This design comes from an exercise in tuning for small area on the open sky130 flow, not from production work. The RTL was checked by simulation tests, not by an equivalence proof against the original design. No activity file was given, so power comes from the tool's default toggle rates.

run 1:
Design speckle_core, start of the top module:
module speckle_core (
    input  wire        clk,
    input  wire        rst,
    input  wire        cmd_valid,
    input  wire [31:0] cmd,
    output wire        busy,
    input  wire        transport_present,
    input  wire        cfg_variant,           
    input  wire [1:0]  cfg_width,             
    input  wire [9:0]  cfg_npix,
    input  wire [7:0]  cfg_t_settle,
    input  wire [7:0]  cfg_t_exit,
    input  wire [15:0] cfg_t_frame,
    input  wire [7:0]  cfg_reg_burst_start,
    input  wire [7:0]  cfg_reg_reset,
    input  wire [7:0]  cfg_reg_laser_ctrl,
    input  wire [7:0]  cfg_reg_frame_capture,
    input  wire [7:0]  cfg_reg_pixel,
    input  wire [55:0] cfg_reg_other,         
    input  wire [7:0]  cfg_reset_sentinel,
    input  wire [7:0]  cfg_cap_cmd1,
    input  wire [7:0]  cfg_cap_cmd2,
    input  wire [7:0]  cfg_laser_fd_mask,
    input  wire        cfg_burst_pre_wait,
    input  wire        cfg_burst_byte_delay,
    input  wire [15:0] cfg_max_att,
    input  wire        cfg_max_att_inf,
    output reg         cs,
    output wire        xfer_req,
    output reg  [7:0]  xfer_out,
    input  wire        xfer_ack,
    input  wire [7:0]  xfer_in,
    output wire [7:0]  status,
    output reg  [3:0]  fault,
    output reg  [9:0]  finfo,
    output reg  [8:0]  flog,
    output reg  [1:0]  pstate,
    output wire [2:0]  fstate,
    output reg  [7:0]  resb,
    output reg  [15:0] res0,
    output wire [15:0] res1,
    output wire [15:0] dx,
    output wire [15:0] dy,
    output reg  [7:0]  sq,
    output wire [15:0] shutter,
    output reg  [7:0]  pixmax,
    output wire [7:0]  pixacc,
    output reg  [7:0]  motion,
    output reg  [7:0]  obs,
    output reg  [7:0]  pixsum,
    output reg  [7:0]  pixmin,
    output wire [15:0] fperiod,
    output reg         pix_valid,
    output wire [9:0]  pix_index,
    output reg  [6:0]  pix_data
);
export LEC_CHECK = 0
export CAP_MARGIN = 20
export CORE_MARGIN = 2
export CORE_UTILIZATION = 70
export PLACE_DENSITY = 0.8
export SLEW_MARGIN = 20
create_clock -name core_clock -period 10.0 [get_ports {clk}]
standard.sh (not shown) runs the stock make flow with config.mk's settings and CLKGATE_MAP_FILE= SYNTH_SCRIPT=/design/flow/synth_recipe.tcl, a recipe that flattens the netlist after the stock synthesis.
==> flow/flow/run.sh <==
#!/bin/bash
set -euo pipefail
export BUFFER_PORTS_ARGS="-buffer_cell sky130_fd_sc_hd__buf_1"
export CTS_ARGS="-sink_clustering_enable -repair_clock_nets -dont_use_dummy_load -sink_clustering_size 24 -sink_clustering_max_diameter 70 -buf_list {sky130_fd_sc_hd__clkbuf_16}"
bash standard.sh > standard_make.log 2>&1
> inputs changed (run 1 -> run 2)
- setting GPL_TIMING_DRIVEN to 0 for the first time
- changing CAP_MARGIN from 20 to 0
- changing SLEW_MARGIN from 20 to 0
==> flow/flow/run.sh <==
#!/bin/bash
set -euo pipefail
export BUFFER_PORTS_ARGS="-buffer_cell sky130_fd_sc_hd__buf_1"
export CTS_ARGS="-sink_clustering_enable -repair_clock_nets -dont_use_dummy_load -sink_clustering_size 20 -sink_clustering_max_diameter 50 -buf_list {sky130_fd_sc_hd__clkbuf_8}"
bash standard.sh > standard_make.log 2>&1
Results
- On ratio of routed vias to standard cells, run 2 tracks run 1 almost exactly.
- Run 2 ended with more buffer and inverter count on the worst path than run 1.
- Taking run 1 as the reference, in run 2 reported combinational group power now sits higher; count of placed standard cells in the final layout, fillers left out now sits higher; count of plain and timing-repair buffers now sits higher.
Inputs modified between run 2 and run 3:
- SLEW_MARGIN changed from 0 to 20
- CAP_MARGIN changed from 0 to 20
- PLACE_DENSITY changed from 0.8 to 0.6
- GPL_TIMING_DRIVEN removed (was 0)
- CORE_UTILIZATION changed from 70 to 40
==> flow/flow/run.sh <==
#!/bin/bash
set -euo pipefail
export BUFFER_PORTS_ARGS="-buffer_cell sky130_fd_sc_hd__buf_1"
bash standard.sh > standard_make.log 2>&1
[summary]
Run comparison: run 2 cell with the largest stage delay on the worst path nor3_1; run 3 cell with the largest stage delay on the worst path dfxtp_1
Summary — met3 global-route usage, run 3 relative to run 2: lower, by 1.7 points.
From run 2 to run 3 the numbers moved as follows: critical path depth now sits lower, minimum setup slack in the final design now sits lower, number of nets in the layout now sits lower, final area now sits higher, sequential power now sits at about the same level.
Compared run 3 vs run 2, and via count is down in run 3.
#### Input delta (run 4 over run 3)
- changing SLEW_MARGIN from 20 to 0
- changing CAP_MARGIN from 20 to 0
- changing CORE_UTILIZATION from 40 to 70
- changing PLACE_DENSITY from 0.6 to 0.8
==> flow/flow/run.sh <==
#!/bin/bash
set -euo pipefail
export BUFFER_PORTS_ARGS="-buffer_cell sky130_fd_sc_hd__buf_1"
export CTS_ARGS="-sink_clustering_enable -repair_clock_nets -dont_use_dummy_load -sink_clustering_size 20 -sink_clustering_max_diameter 50 -buf_list {sky130_fd_sc_hd__clkbuf_8}"
bash standard.sh > standard_make.log 2>&1
Findings:
Run 3 → run 4: peak ir drop on the vdd network shows a reduction of 17%, number of antenna violations at the first check in global routing shrank by 2, initial detailed-routing violation count moved up.
Run 4 improves on run 3 in post-layout instance area.
Between run 3 and run 4, the flow reports count of clock-net buffers in the final layout decreasing by more than a quarter.
The final reports for run 4 and run 3 show power share of the clock group lower in the former.
Per the comparison of run 4 with run 3, routed wire length moved down, area of the die moved down.
The inputs of run 5 differ from those of run 4 as listed below.
- swapping 0 for 20 in CAP_MARGIN
- swapping 0 for 20 in SLEW_MARGIN
==> flow/flow/run.sh <==
#!/bin/bash
set -euo pipefail
export BUFFER_PORTS_ARGS="-buffer_cell sky130_fd_sc_hd__buf_1"
export CTS_ARGS="-sink_clustering_enable -repair_clock_nets -dont_use_dummy_load -sink_clustering_size 18 -sink_clustering_max_diameter 80 -buf_list {sky130_fd_sc_hd__clkbuf_8}"
bash standard.sh > standard_make.log 2>&1
[compare] base=run 4 new=run 5: setup-violating endpoint count in the final report held; met2 layer usage reported by global route went up 1.1 points. | non-clock buffer share of cell area | run 4 vs run 5 | ≈ equal |. Per the comparison of run 5 with run 4, combinational share of power increased by 0.6 points relative to the old numbers, slew at the pin closest to its max-slew limit down 320 ps, count of cells along the worst hold path has decreased, number of inserted filler cells in the final layout decreased by 16 relative to the old numbers, count of plain and timing-repair buffers in the layout saw an increase.
## Diff of input files: run 6 against run 5
==> flow/flow/run.sh <==
#!/bin/bash
set -euo pipefail
export BUFFER_PORTS_ARGS="-buffer_cell sky130_fd_sc_hd__buf_1"
export CTS_ARGS="-sink_clustering_enable -repair_clock_nets -dont_use_dummy_load -sink_clustering_size 16 -sink_clustering_max_diameter 60 -buf_list {sky130_fd_sc_hd__clkbuf_8}"
bash standard.sh > standard_make.log 2>&1
Results
- The global-route usage of run 6 exceeds that of run 5 by 0.24 points.
- Higher number of instances on the worst hold path among run 5 and run 6: run 6
- Number of enable-type register cells in the synthesized netlist: run 6 vs run 5 identical
- Compared with run 5, run 6 degrades minimum clock period after layout.
- Against run 5, run 6 comes in about 0.3% higher on net count of the finished layout.
- In the metrics for run 5 and run 6, the one carrying the higher post-route worst setup slack is run 5.

## separate check: timing with driven ports
How much do the figures lean on ideal ports? The routed layouts below were timed once more, with nothing changed but the port constraints. Step 1 sets driving cells, clkbuf_16 on the clock port and buf_2 on the other inputs (assumed; they add their load-dependent delay and slew). Step 2 times the ports against the registers' clock, not the clock port: input delays grow and output delays shrink by t, the midpoint of the rising clock arrivals with the driver on. Three values: ideal ports, drivers, drivers and shift; two values: the first two.
| run | shift t [ns] | setup slack, ns | worst hold slack (ns) | worst slew at a driven data input, ns |
|---|---|---|---|---|
| run 1 | 0.551 | 4.043 / 4.067 / 3.516 | 0.481 / 0.481 / 0.481 | 0.08 |
| run 2 | 0.618 | 4.170 / 4.123 / 3.594 | 0.476 / 0.476 / 0.476 | 0.08 |
| run 3 | 0.589 | 4.161 / 4.109 / 3.613 | 0.468 / 0.468 / 0.468 | 0.08 |
| run 4 | 0.620 | 4.117 / 4.135 / 3.515 | 0.478 / 0.478 / 0.478 | 0.07 |
| run 5 | 0.606 | 4.111 / 4.132 / 3.526 | 0.482 / 0.482 / 0.482 | 0.09 |
| run 6 | 0.607 | 4.093 / 4.114 / 3.507 | 0.485 / 0.485 / 0.485 | 0.07 |
After both steps setup and hold are still met in every run listed. For run 4, which loses most, drivers alone change the setup slack by +0.018 ns; drivers and shift together by -0.602 ns.
